From an optimization exercise on the open Yosys and OpenROAD flow, aimed at small area, a short achievable clock period and few clock cycles; shortcuts taken in it are not production practice.
For this run, only the layout was checked, not whether the RTL still works.
Power figures rest on the tool's default switching activity, not on a simulated workload.

$ cat flow/design.v
module crc32_table (
    input  wire [7:0]  idx,
    output reg  [31:0] val
);
    always @(*) begin
        case (idx)
            8'h00: val = 32'h00000000;
            8'h01: val = 32'h77073096;
            8'h02: val = 32'hEE0E612C;
            8'h03: val = 32'h990951BA;
            8'h04: val = 32'h076DC419;
            8'h05: val = 32'h706AF48F;
            8'h06: val = 32'hE963A535;
            8'h07: val = 32'h9E6495A3;
            8'h08: val = 32'h0EDB8832;
            8'h09: val = 32'h79DCB8A4;
            8'h0A: val = 32'hE0D5E91E;
            8'h0B: val = 32'h97D2D988;
            8'h0C: val = 32'h09B64C2B;
            8'h0D: val = 32'h7EB17CBD;
            8'h0E: val = 32'hE7B82D07;
            8'h0F: val = 32'h90BF1D91;
            8'h10: val = 32'h1DB71064;
            8'h11: val = 32'h6AB020F2;
            8'h12: val = 32'hF3B97148;
            8'h13: val = 32'h84BE41DE;
            8'h14: val = 32'h1ADAD47D;
            8'h15: val = 32'h6DDDE4EB;
            8'h16: val = 32'hF4D4B551;
            8'h17: val = 32'h83D385C7;
            8'h18: val = 32'h136C9856;
            8'h19: val = 32'h646BA8C0;
            8'h1A: val = 32'hFD62F97A;
            8'h1B: val = 32'h8A65C9EC;
            8'h1C: val = 32'h14015C4F;
            8'h1D: val = 32'h63066CD9;
            8'h1E: val = 32'hFA0F3D63;
            8'h1F: val = 32'h8D080DF5;
            8'h20: val = 32'h3B6E20C8;
            8'h21: val = 32'h4C69105E;
            8'h22: val = 32'hD56041E4;
            8'h23: val = 32'hA2677172;
            8'h24: val = 32'h3C03E4D1;
            8'h25: val = 32'h4B04D447;
            8'h26: val = 32'hD20D85FD;
            8'h27: val = 32'hA50AB56B;
            8'h28: val = 32'h35B5A8FA;
            8'h29: val = 32'h42B2986C;
            8'h2A: val = 32'hDBBBC9D6;
            8'h2B: val = 32'hACBCF940;
            8'h2C: val = 32'h32D86CE3;
            8'h2D: val = 32'h45DF5C75;
            8'h2E: val = 32'hDCD60DCF;
            8'h2F: val = 32'hABD13D59;
            8'h30: val = 32'h26D930AC;
            8'h31: val = 32'h51DE003A;
            8'h32: val = 32'hC8D75180;
            8'h33: val = 32'hBFD06116;
            8'h34: val = 32'h21B4F4B5;
            8'h35: val = 32'h56B3C423;
            8'h36: val = 32'hCFBA9599;
            8'h37: val = 32'hB8BDA50F;
            8'h38: val = 32'h2802B89E;
            8'h39: val = 32'h5F058808;
            8'h3A: val = 32'hC60CD9B2;
            8'h3B: val = 32'hB10BE924;
            8'h3C: val = 32'h2F6F7C87;
            8'h3D: val = 32'h58684C11;
            8'h3E: val = 32'hC1611DAB;
            8'h3F: val = 32'hB6662D3D;
            8'h40: val = 32'h76DC4190;
            8'h41: val = 32'h01DB7106;
            8'h42: val = 32'h98D220BC;
            8'h43: val = 32'hEFD5102A;
            8'h44: val = 32'h71B18589;
            8'h45: val = 32'h06B6B51F;
            8'h46: val = 32'h9FBFE4A5;
            8'h47: val = 32'hE8B8D433;
            8'h48: val = 32'h7807C9A2;
            8'h49: val = 32'h0F00F934;
            8'h4A: val = 32'h9609A88E;
            8'h4B: val = 32'hE10E9818;
            8'h4C: val = 32'h7F6A0DBB;
            8'h4D: val = 32'h086D3D2D;
            8'h4E: val = 32'h91646C97;
            8'h4F: val = 32'hE6635C01;
            8'h50: val = 32'h6B6B51F4;
            8'h51: val = 32'h1C6C6162;
            8'h52: val = 32'h856530D8;
            8'h53: val = 32'hF262004E;
            8'h54: val = 32'h6C0695ED;
            8'h55: val = 32'h1B01A57B;
            8'h56: val = 32'h8208F4C1;
            8'h57: val = 32'hF50FC457;
            8'h58: val = 32'h65B0D9C6;
            8'h59: val = 32'h12B7E950;
            8'h5A: val = 32'h8BBEB8EA;
            8'h5B: val = 32'hFCB9887C;
            8'h5C: val = 32'h62DD1DDF;
            8'h5D: val = 32'h15DA2D49;
            8'h5E: val = 32'h8CD37CF3;
            8'h5F: val = 32'hFBD44C65;
            8'h60: val = 32'h4DB26158;
            8'h61: val = 32'h3AB551CE;
            8'h62: val = 32'hA3BC0074;
            8'h63: val = 32'hD4BB30E2;
            8'h64: val = 32'h4ADFA541;
            8'h65: val = 32'h3DD895D7;
            8'h66: val = 32'hA4D1C46D;
            8'h67: val = 32'hD3D6F4FB;
            8'h68: val = 32'h4369E96A;
            8'h69: val = 32'h346ED9FC;
            8'h6A: val = 32'hAD678846;
            8'h6B: val = 32'hDA60B8D0;
            8'h6C: val = 32'h44042D73;
            8'h6D: val = 32'h33031DE5;
            8'h6E: val = 32'hAA0A4C5F;
            8'h6F: val = 32'hDD0D7CC9;
            8'h70: val = 32'h5005713C;
            8'h71: val = 32'h270241AA;
            8'h72: val = 32'hBE0B1010;
            8'h73: val = 32'hC90C2086;
            8'h74: val = 32'h5768B525;
            8'h75: val = 32'h206F85B3;
            8'h76: val = 32'hB966D409;
            8'h77: val = 32'hCE61E49F;
            8'h78: val = 32'h5EDEF90E;
            8'h79: val = 32'h29D9C998;
            8'h7A: val = 32'hB0D09822;
            8'h7B: val = 32'hC7D7A8B4;
            8'h7C: val = 32'h59B33D17;
            8'h7D: val = 32'h2EB40D81;
            8'h7E: val = 32'hB7BD5C3B;
            8'h7F: val = 32'hC0BA6CAD;
            8'h80: val = 32'hEDB88320;
            8'h81: val = 32'h9ABFB3B6;
            8'h82: val = 32'h03B6E20C;
            8'h83: val = 32'h74B1D29A;
            8'h84: val = 32'hEAD54739;
            8'h85: val = 32'h9DD277AF;
            8'h86: val = 32'h04DB2615;
            8'h87: val = 32'h73DC1683;
            8'h88: val = 32'hE3630B12;
            8'h89: val = 32'h94643B84;
            8'h8A: val = 32'h0D6D6A3E;
            8'h8B: val = 32'h7A6A5AA8;
            8'h8C: val = 32'hE40ECF0B;
            8'h8D: val = 32'h9309FF9D;
            8'h8E: val = 32'h0A00AE27;
            8'h8F: val = 32'h7D079EB1;
            8'h90: val = 32'hF00F9344;
            8'h91: val = 32'h8708A3D2;
            8'h92: val = 32'h1E01F268;
            8'h93: val = 32'h6906C2FE;
            8'h94: val = 32'hF762575D;
            8'h95: val = 32'h806567CB;
            8'h96: val = 32'h196C3671;
            8'h97: val = 32'h6E6B06E7;
            8'h98: val = 32'hFED41B76;
            8'h99: val = 32'h89D32BE0;
            8'h9A: val = 32'h10DA7A5A;
            8'h9B: val = 32'h67DD4ACC;
            8'h9C: val = 32'hF9B9DF6F;
            8'h9D: val = 32'h8EBEEFF9;
            8'h9E: val = 32'h17B7BE43;
            8'h9F: val = 32'h60B08ED5;
            8'hA0: val = 32'hD6D6A3E8;
            8'hA1: val = 32'hA1D1937E;
            8'hA2: val = 32'h38D8C2C4;
            8'hA3: val = 32'h4FDFF252;
            8'hA4: val = 32'hD1BB67F1;
            8'hA5: val = 32'hA6BC5767;
            8'hA6: val = 32'h3FB506DD;
            8'hA7: val = 32'h48B2364B;
            8'hA8: val = 32'hD80D2BDA;
            8'hA9: val = 32'hAF0A1B4C;
            8'hAA: val = 32'h36034AF6;
            8'hAB: val = 32'h41047A60;
            8'hAC: val = 32'hDF60EFC3;
            8'hAD: val = 32'hA867DF55;
            8'hAE: val = 32'h316E8EEF;
            8'hAF: val = 32'h4669BE79;
            8'hB0: val = 32'hCB61B38C;
            8'hB1: val = 32'hBC66831A;
            8'hB2: val = 32'h256FD2A0;
            8'hB3: val = 32'h5268E236;
            8'hB4: val = 32'hCC0C7795;
            8'hB5: val = 32'hBB0B4703;
            8'hB6: val = 32'h220216B9;
            8'hB7: val = 32'h5505262F;
            8'hB8: val = 32'hC5BA3BBE;
            8'hB9: val = 32'hB2BD0B28;
            8'hBA: val = 32'h2BB45A92;
            8'hBB: val = 32'h5CB36A04;
            8'hBC: val = 32'hC2D7FFA7;
            8'hBD: val = 32'hB5D0CF31;
            8'hBE: val = 32'h2CD99E8B;
            8'hBF: val = 32'h5BDEAE1D;
            8'hC0: val = 32'h9B64C2B0;
            8'hC1: val = 32'hEC63F226;
            8'hC2: val = 32'h756AA39C;
            8'hC3: val = 32'h026D930A;
            8'hC4: val = 32'h9C0906A9;
            8'hC5: val = 32'hEB0E363F;
            8'hC6: val = 32'h72076785;
            8'hC7: val = 32'h05005713;
            8'hC8: val = 32'h95BF4A82;
            8'hC9: val = 32'hE2B87A14;
            8'hCA: val = 32'h7BB12BAE;
            8'hCB: val = 32'h0CB61B38;
            8'hCC: val = 32'h92D28E9B;
            8'hCD: val = 32'hE5D5BE0D;
            8'hCE: val = 32'h7CDCEFB7;
            8'hCF: val = 32'h0BDBDF21;
            8'hD0: val = 32'h86D3D2D4;
            8'hD1: val = 32'hF1D4E242;
            8'hD2: val = 32'h68DDB3F8;
            8'hD3: val = 32'h1FDA836E;
            8'hD4: val = 32'h81BE16CD;
            8'hD5: val = 32'hF6B9265B;
            8'hD6: val = 32'h6FB077E1;
            8'hD7: val = 32'h18B74777;
            8'hD8: val = 32'h88085AE6;
            8'hD9: val = 32'hFF0F6A70;
            8'hDA: val = 32'h66063BCA;
            8'hDB: val = 32'h11010B5C;
            8'hDC: val = 32'h8F659EFF;
            8'hDD: val = 32'hF862AE69;
            8'hDE: val = 32'h616BFFD3;
            8'hDF: val = 32'h166CCF45;
            8'hE0: val = 32'hA00AE278;
            8'hE1: val = 32'hD70DD2EE;
            8'hE2: val = 32'h4E048354;
            8'hE3: val = 32'h3903B3C2;
            8'hE4: val = 32'hA7672661;
            8'hE5: val = 32'hD06016F7;
            8'hE6: val = 32'h4969474D;
            8'hE7: val = 32'h3E6E77DB;
            8'hE8: val = 32'hAED16A4A;
            8'hE9: val = 32'hD9D65ADC;
            8'hEA: val = 32'h40DF0B66;
            8'hEB: val = 32'h37D83BF0;
            8'hEC: val = 32'hA9BCAE53;
            8'hED: val = 32'hDEBB9EC5;
            8'hEE: val = 32'h47B2CF7F;
            8'hEF: val = 32'h30B5FFE9;
            8'hF0: val = 32'hBDBDF21C;
            8'hF1: val = 32'hCABAC28A;
            8'hF2: val = 32'h53B39330;
            8'hF3: val = 32'h24B4A3A6;
            8'hF4: val = 32'hBAD03605;
            8'hF5: val = 32'hCDD70693;
            8'hF6: val = 32'h54DE5729;
            8'hF7: val = 32'h23D967BF;
            8'hF8: val = 32'hB3667A2E;
            8'hF9: val = 32'hC4614AB8;
            8'hFA: val = 32'h5D681B02;
            8'hFB: val = 32'h2A6F2B94;
            8'hFC: val = 32'hB40BBE37;
            8'hFD: val = 32'hC30C8EA1;
            8'hFE: val = 32'h5A05DF1B;
            8'hFF: val = 32'h2D02EF8D;
            default: val = 32'h00000000;
        endcase
    end
endmodule
module frame_parser (
    input  wire        clk,
    input  wire        rst,             
    input  wire        in_valid,
    output wire        in_ready,
    input  wire [31:0] in_data,
    input  wire [2:0]  in_bytes,
    input  wire        in_last,
    output reg         out_valid,
    input  wire        out_ready,
    output reg  [4:0]  out_info,        
    output reg  [31:0] out_stored,
    output reg  [31:0] out_calc,
    output reg  [7:0]  out_type,
    output reg  [31:0] out_length,
    output reg  [31:0] out_data_start,
    output reg  [31:0] out_data_end,
    output reg  [31:0] out_vlq_count
);
    localparam [1:0] KIND_FRAME    = 2'd0;
    localparam [1:0] KIND_MISMATCH = 2'd1;
    localparam [1:0] KIND_NONE     = 2'd2;
    reg [31:0] buf_data;
    reg [2:0]  buf_cnt;       
    reg        buf_last;
    reg        buf_full;
    assign in_ready = !buf_full;
    wire       have_byte = buf_full && (buf_cnt != 3'd0);
    wire [7:0] cur       = buf_data[7:0];
    wire       at_end    = buf_full && (buf_cnt == 3'd0) && buf_last;
    wire       finish    = at_end && (!out_valid || out_ready);
    reg [31:0] pos;           
    reg [7:0]  hdr0, hdr1;    
    reg [31:0] stored;
    reg [7:0]  ftype;
    reg [31:0] vlq_acc;
    reg [31:0] vlq_cnt;
    reg        vlq_term;
    reg        vlq_ovf;
    reg [31:0] remaining;     
    reg [31:0] crc;
    wire [31:0] tbl_val;
    crc32_table u_table (
        .idx (crc[7:0] ^ cur),
        .val (tbl_val)
    );
    wire [31:0] crc_next = tbl_val ^ (crc >> 8);
    wire [31:0] vlq_next = {vlq_acc[24:0], cur[6:0]};
    wire        sig_ok    = (pos >= 32'd2) && (hdr0 == 8'h44) && (hdr1 == 8'h00);
    wire        trunc     = !vlq_term || (remaining != 32'd0);
    wire [31:0] calc      = ~crc;
    wire        chk_valid = !trunc && !vlq_ovf && (calc == stored);
    wire [31:0] ds        = 32'd7 + vlq_cnt;
    wire [31:0] de        = ds + vlq_acc;
    always @(posedge clk) begin
        if (rst) begin
            buf_full  <= 1'b0;
            buf_cnt   <= 3'd0;
            buf_last  <= 1'b0;
            out_valid <= 1'b0;
            pos       <= 32'd0;
            stored    <= 32'd0;
            ftype     <= 8'd0;
            vlq_acc   <= 32'd0;
            vlq_cnt   <= 32'd0;
            vlq_term  <= 1'b0;
            vlq_ovf   <= 1'b0;
            remaining <= 32'd0;
            crc       <= 32'hFFFFFFFF;
        end else begin
            if (out_valid && out_ready)
                out_valid <= 1'b0;
            if (in_valid && in_ready) begin
                buf_data <= in_data;
                buf_cnt  <= in_bytes;
                buf_last <= in_last;
                buf_full <= 1'b1;
            end
            if (have_byte) begin
                buf_data <= buf_data >> 8;
                buf_cnt  <= buf_cnt - 3'd1;
                if (buf_cnt == 3'd1 && !buf_last)
                    buf_full <= 1'b0;
                pos <= pos + 32'd1;
                if (pos == 32'd0)
                    hdr0 <= cur;
                else if (pos == 32'd1)
                    hdr1 <= cur;
                else if (pos == 32'd2)
                    stored[31:24] <= cur;
                else if (pos == 32'd3)
                    stored[23:16] <= cur;
                else if (pos == 32'd4)
                    stored[15:8] <= cur;
                else if (pos == 32'd5)
                    stored[7:0] <= cur;
                else if (pos == 32'd6)
                    ftype <= cur;
                else if (!vlq_term) begin
                    if (vlq_acc[31:25] != 7'd0)
                        vlq_ovf <= 1'b1;
                    vlq_acc <= vlq_next;
                    vlq_cnt <= vlq_cnt + 32'd1;
                    if (!cur[7]) begin
                        vlq_term  <= 1'b1;
                        remaining <= vlq_next;
                    end
                end else if (remaining != 32'd0) begin
                    crc       <= crc_next;
                    remaining <= remaining - 32'd1;
                end
            end
            if (finish) begin
                out_valid <= 1'b1;
                if (pos == 32'd0) begin
                    out_info       <= {3'b000, KIND_NONE};
                    out_stored     <= 32'd0;
                    out_calc       <= 32'd0;
                    out_type       <= 8'd0;
                    out_length     <= 32'd0;
                    out_data_start <= 32'd0;
                    out_data_end   <= 32'd0;
                    out_vlq_count  <= 32'd0;
                end else if (!sig_ok) begin
                    out_info       <= {3'b000, KIND_MISMATCH};
                    out_stored     <= 32'd0;
                    out_calc       <= 32'd0;
                    out_type       <= 8'd0;
                    out_length     <= 32'd0;
                    out_data_start <= 32'd0;
                    out_data_end   <= 32'd0;
                    out_vlq_count  <= 32'd0;
                end else begin
                    out_info       <= {vlq_ovf, trunc, chk_valid, KIND_FRAME};
                    out_stored     <= stored;
                    out_calc       <= calc;
                    out_type       <= ftype;
                    out_length     <= vlq_acc;
                    out_data_start <= ds;
                    out_data_end   <= de;
                    out_vlq_count  <= vlq_cnt;
                end
                buf_full  <= 1'b0;
                pos       <= 32'd0;
                stored    <= 32'd0;
                ftype     <= 8'd0;
                vlq_acc   <= 32'd0;
                vlq_cnt   <= 32'd0;
                vlq_term  <= 1'b0;
                vlq_ovf   <= 1'b0;
                remaining <= 32'd0;
                crc       <= 32'hFFFFFFFF;
            end
        end
    end
endmodule
$ cat flow/run.sh
#!/bin/bash
# synth_recipe.tcl (not shown) runs the flow's synth.tcl, then flattens the netlist and writes it again
# the make line also repeats each setting of config.mk as NAME=value (left out here)
make -C /OpenROAD-flow-scripts/flow DESIGN_CONFIG=/design/flow/config.mk WORK_HOME=/design/flow/orfs CLKGATE_MAP_FILE= SYNTH_SCRIPT=/design/flow/synth_recipe.tcl finish
$ cat flow/config.mk
export PLATFORM = sky130hd
export DESIGN_NAME = frame_parser
export DESIGN_NICKNAME = frame_parser
export VERILOG_FILES = /design/flow/design.v
export SDC_FILE = /design/flow/constraint.sdc
export NUM_CORES = 4
export LEC_CHECK = 0
export CAP_MARGIN = 20
export CORE_MARGIN = 2
export CORE_UTILIZATION = 40
export SLEW_MARGIN = 20
export SYNTH_MEMORY_MAX_BITS = 16384
$ cat flow/constraint.sdc
create_clock -name core_clock -period 5.0 [get_ports {clk}]
set_input_delay 1.0000 -clock core_clock [delete_from_list [all_inputs] [get_ports {clk}]]
set_output_delay 1.0000 -clock core_clock [all_outputs]
set_load 0.01 [all_outputs]
==> run summary <==
## cell families after synthesis
logic type      Yosys count
compound gates          307
fa+ha+maj                48
mux                      43
buf+inv                 137
xor+xnor                200
simple gates            865
flops                   461
## cells in the mapped netlist, drive strengths merged (7+ instances only)
cell type	n	area, um2
a211oi	11	82.6
a21o	19	143
a21oi	113	566
a22oi	10	75.1
a31oi	7	43.8
and2	157	982
and3	19	119
and4	7	61.3
buf	21	101
clkbuf	89	334
dfxtp	208	4160
edfxtp	253	7600
ha	47	588
inv	27	101
mux2i	43	430
nand2	253	950
nand2b	7	43.8
nand3	43	215
nand4	25	163
nor2	219	822
nor2b	9	56.3
nor3	46	241
nor4	26	163
o211ai	39	293
o21a	10	75.1
o21ai	50	250
o21bai	7	52.6
o221ai	10	87.6
o22ai	7	43.8
or2	8	50.1
or3	29	181
or4	7	67.6
xnor2	117	1020
xor2	83	727
## power breakdown
part	switching, uW	internal (uW)	total [uW]
Combinational	306	203	509
Sequential	23.8	4030	4050
Clock	1560	2090	3650
## worst register-to-register path, cell delays in order, from the launching register on
cell and delay, ns:
dfxtp_1 0.34, inv_1 0.10, ha_1 0.23, nor2b_1 0.15, or4b_2 0.67, buf_4 0.19, nor2_1 0.16, xor2_1 0.39
ha_1 0.38, a21oi_1 0.27, o21bai_1 0.12, a221oi_2 0.34, and3_1 0.23, a211oi_1 0.12, a2111oi_0 0.50, xor2_1 0.19
nor2_1 0.05
## registers in the layout, summed over array words and instances (netlist names), 32 cells and up
register,cells
stored,32
buf_data,32
pos,32
out_calc,32
out_stored,32
vlq_cnt,32
out_vlq_count,32
crc,32
remaining,32
out_data_start,32
out_length,32
out_data_end,32
vlq_acc,32
## layout make-up
type,count,share of cell area
antenna,1,0.0000958
clock buffer,68,0.0512
clock inverter,24,0.00939
inverter,27,0.00388
multi-input combinational,1463,0.344
sequential,461,0.450
tap,688,0.0330
timing repair buffer,287,0.108
## metal layers
metal,share of wire,track usage,vias up
met4,0.030,0.0735,0
met5,0,0,-
li1,-,-,7697
met1,0.45,0.298,7658
met3,0.052,0.0345,109
met2,0.47,0.367,465
## layout by cell type (no fill, tap or decap), types with 18 or more instances in the layout
| cell type | netlist | layout |
|---|---|---|
| dfxtp_1 | 208 | 208 |
| inv_1 | 27 | 27 |
| o211ai_1 | 39 | 39 |
| ha_1 | 47 | 47 |
| nor2_1 | 219 | 217 |
| nand4_1 | 24 | 24 |
| clkbuf_16 | 0 | 49 |
| nor3_1 | 45 | 45 |
| o21ai_0 | 50 | 50 |
| xor2_1 | 83 | 83 |
| and3_1 | 19 | 19 |
| edfxtp_1 | 253 | 253 |
| nand3_1 | 43 | 43 |
| xnor2_1 | 117 | 117 |
| buf_4 | 3 | 36 |
| nand2_1 | 253 | 253 |
| a21o_1 | 19 | 18 |
| clkdlybuf4s50_1 | 0 | 246 |
| or3_1 | 29 | 29 |
| nor4_1 | 26 | 26 |
| mux2i_1 | 43 | 43 |
| a21oi_1 | 113 | 111 |
| and2_1 | 156 | 156 |
## worst max path at each step
| stage | slack [ns] | depth (start not counted) | end |
|---|---|---|---|
| 2_1_floorplan | 0.16 | 3 | out_calc[0]$_SDFFCE_PP0P_ |
| 3_3_place_gp | 0.30 | 16 | out_data_end[29]$_SDFFCE_PP0P_ |
| 3_5_place_dp | 0.27 | 16 | out_data_end[29]$_SDFFCE_PP0P_ |
| 4_1_cts | 0.22 | 16 | out_data_end[29]$_SDFFCE_PP0P_ |
| 5_1_grt | 0.11 | 16 | out_data_end[29]$_SDFFCE_PP0P_ |
| 6_report | 0.33 | 16 | out_data_end[29]$_SDFFCE_PP0P_ |
## metrics by stage
| stage | std cells | instance area, um2 | setup slack [ns] |
|---|---|---|---|
| after floorplan | 2061 | 21200 | 0.159 |
| after global placement | 2924 | 24500 | 0.298 |
| after detailed placement | 2926 | 24500 | 0.267 |
| after CTS | 3018 | 26100 | 0.218 |
| after global routing | 3018 | 26100 | 0.105 |
| final | 3019 | 26100 | 0.328 |
==> results.sh <==
export IMPL_core_area_mm2=0.0526
export IMPL_drive_above_1_share=0.0618
export IMPL_maxSlewHeadroom=0.364
export IMPL_gr_total_overflow=0
export IMPL_timing_fmax_mhz=214
export IMPL_startpoint_type="flop"
export IMPL_hold_path_depth=2
export IMPL_synth_compound_area_frac=0.0906
export IMPL_setup_viol=0
export IMPL_synth_nets=2149
export IMPL_critPathSlowestCell="or4b_2"
export IMPL_min_from="remaining[1]$_SDFFE_PP0P_"
export IMPL_synth_flop_cell="edfxtp_1"
export IMPL_detail_route_antenna_nets=0
export IMPL_grt_max_degree=131
export IMPL_end_kind="flop"
export IMPL_multi_input_area_mm2=0.00899
export IMPL_drtIter0Drc=1090
export IMPL_synth_top_family_by_area="simple AND/OR/NAND/NOR gates"
export IMPL_register_area_mm2=0.0118
export IMPL_wl_um=61000
export IMPL_cts_buffers=49
export IMPL_synth_xor_area_share=0.0826
export IMPL_path_max_fanout=5
export IMPL_final_util=0.497
export IMPL_vias_per_cell=5.28
export IMPL_yosys_cell_types_count=61
export IMPL_die_area_mm2=0.0549
export IMPL_synthMuxAreaShare=0.0203
export IMPL_clock_root_buffer="clkbuf_16"
export IMPL_crit_buf_inv=2
export IMPL_slowest_delay_ns=0.66
export IMPL_slew_viol_final=0
export IMPL_synth_async_reset_ratio=0
export IMPL_r2r_slack_ns=0.33
export IMPL_hold_slack_ns=0.470
export IMPL_clock_latency_ns=0.61
export IMPL_rows=84
export IMPL_drtPass1Iterations=5
export IMPL_yosys_area_share_adder=0.0287
export IMPL_power_total_uw=8210
export IMPL_path_clk_slew_ns=0.06
export IMPL_rsz0062_at_grt="false"
export IMPL_yosys_warnings=2
export IMPL_gp_congestion=0.912
export IMPL_htreeDepth=2
export IMPL_post_cts_setup_buffer_count=0
export IMPL_grt_pass1_vias=15447
export IMPL_worst_ir_drop_vdd_uv=212
export IMPL_cap_violations=0
export IMPL_ys_ff_latch=461
export IMPL_die_h_um=234
export IMPL_dp_final_hpwl_um=43400
export IMPL_critical_path_top_delay_family="compound AO/OA/AOI/OAI gates"
export IMPL_wire_per_inst_um=20.2
export IMPL_synth_edff_count=253
export IMPL_clk_path_buf_depth=3
export IMPL_required_ns=5.34
export IMPL_yosys_area_share_simple=0.198
export IMPL_start_util=0.404
export IMPL_p_per_area_mw_per_mm2=314
export IMPL_cts_tree="yes"
export IMPL_critPathLaunch="vlq_cnt[0]$_SDFFE_PP0P_"
export IMPL_cts_resized=0
export IMPL_syn_area_mm2=0.0212
export IMPL_p_leak_uw=0.00954
export IMPL_worst_ep_arrival_time_ns=5.01
export IMPL_numPortBuffers=246
export IMPL_timing_rr_start="vlq_cnt[0]$_SDFFE_PP0P_"
export IMPL_clock_skew_ns=0.0198
export IMPL_syn_area_per_cell_um2=10.3
export IMPL_rr_worst_depth=16
export IMPL_outcome="no timing/DRC/antenna violations"
export IMPL_nets=2377
export IMPL_fillers=4818
export IMPL_die_w_um=234
export IMPL_path_cells="inv_1 > ha_1 > nor2b_1 > or4b_2 > buf_4 > nor2_1 > xor2_1 > ha_1 > a21oi_1 > o21bai_1 > a221oi_2 > and3_1 > a211oi_1 > a2111oi_0 > xor2_1 > nor2_1"
export IMPL_cts_num_sinks=461
export IMPL_hold_end="remaining[1]$_SDFFE_PP0P_"
export IMPL_grt_pass1_wl_um=92700
export IMPL_synthToLayoutAreaGrowth_pct=23.1
export IMPL_postCtsHoldBufs=0
export IMPL_fin_crit_ns=4.67
export IMPL_hold_path_class="flop to flop"
export IMPL_fin_crit_sh=0.934
export IMPL_final_hold_viol_count=0
export IMPL_worst_pin_slew_ns=0.950
export IMPL_io_pins=247
export IMPL_track_usage=0.222
export IMPL_tns_ns=0
export IMPL_worst_setup_path_type="flop to flop"
export IMPL_drc=0
export IMPL_synth_cells=2061
export IMPL_via_count=15929
export IMPL_r2r_end="out_data_end[29]$_SDFFCE_PP0P_"
export IMPL_seq_area_frac_synth=0.554
export IMPL_antenna_found_initial=0

==> re-timing with driven ports <==
How much do the figures lean on ideal ports? The routed layout below was timed once more, with nothing changed but the port constraints. Step 1 (the two cells are an assumption about what drives the block):
set clk [get_ports {clk}]
set_driving_cell -lib_cell sky130_fd_sc_hd__clkbuf_16 $clk
set_driving_cell -lib_cell sky130_fd_sc_hd__buf_2 [delete_from_list [all_inputs] $clk]
Step 2, shift: input delay + t, output delay - t, t = (earliest + latest rising clock arrival at the registers) / 2. This alone moves slack from input paths to output paths. a / b / c = no drivers / after step 1 / after step 2; a / b = the first two.
t (ns): 0.660
setup slack, ns: 0.328 / 0.328 / 0.328
worst slew at a driven data input, ns: 0.04
After both steps setup and hold are still met in this run. The setup slack of this run moves by 0.000 ns with the drivers and by 0.000 ns with both steps.
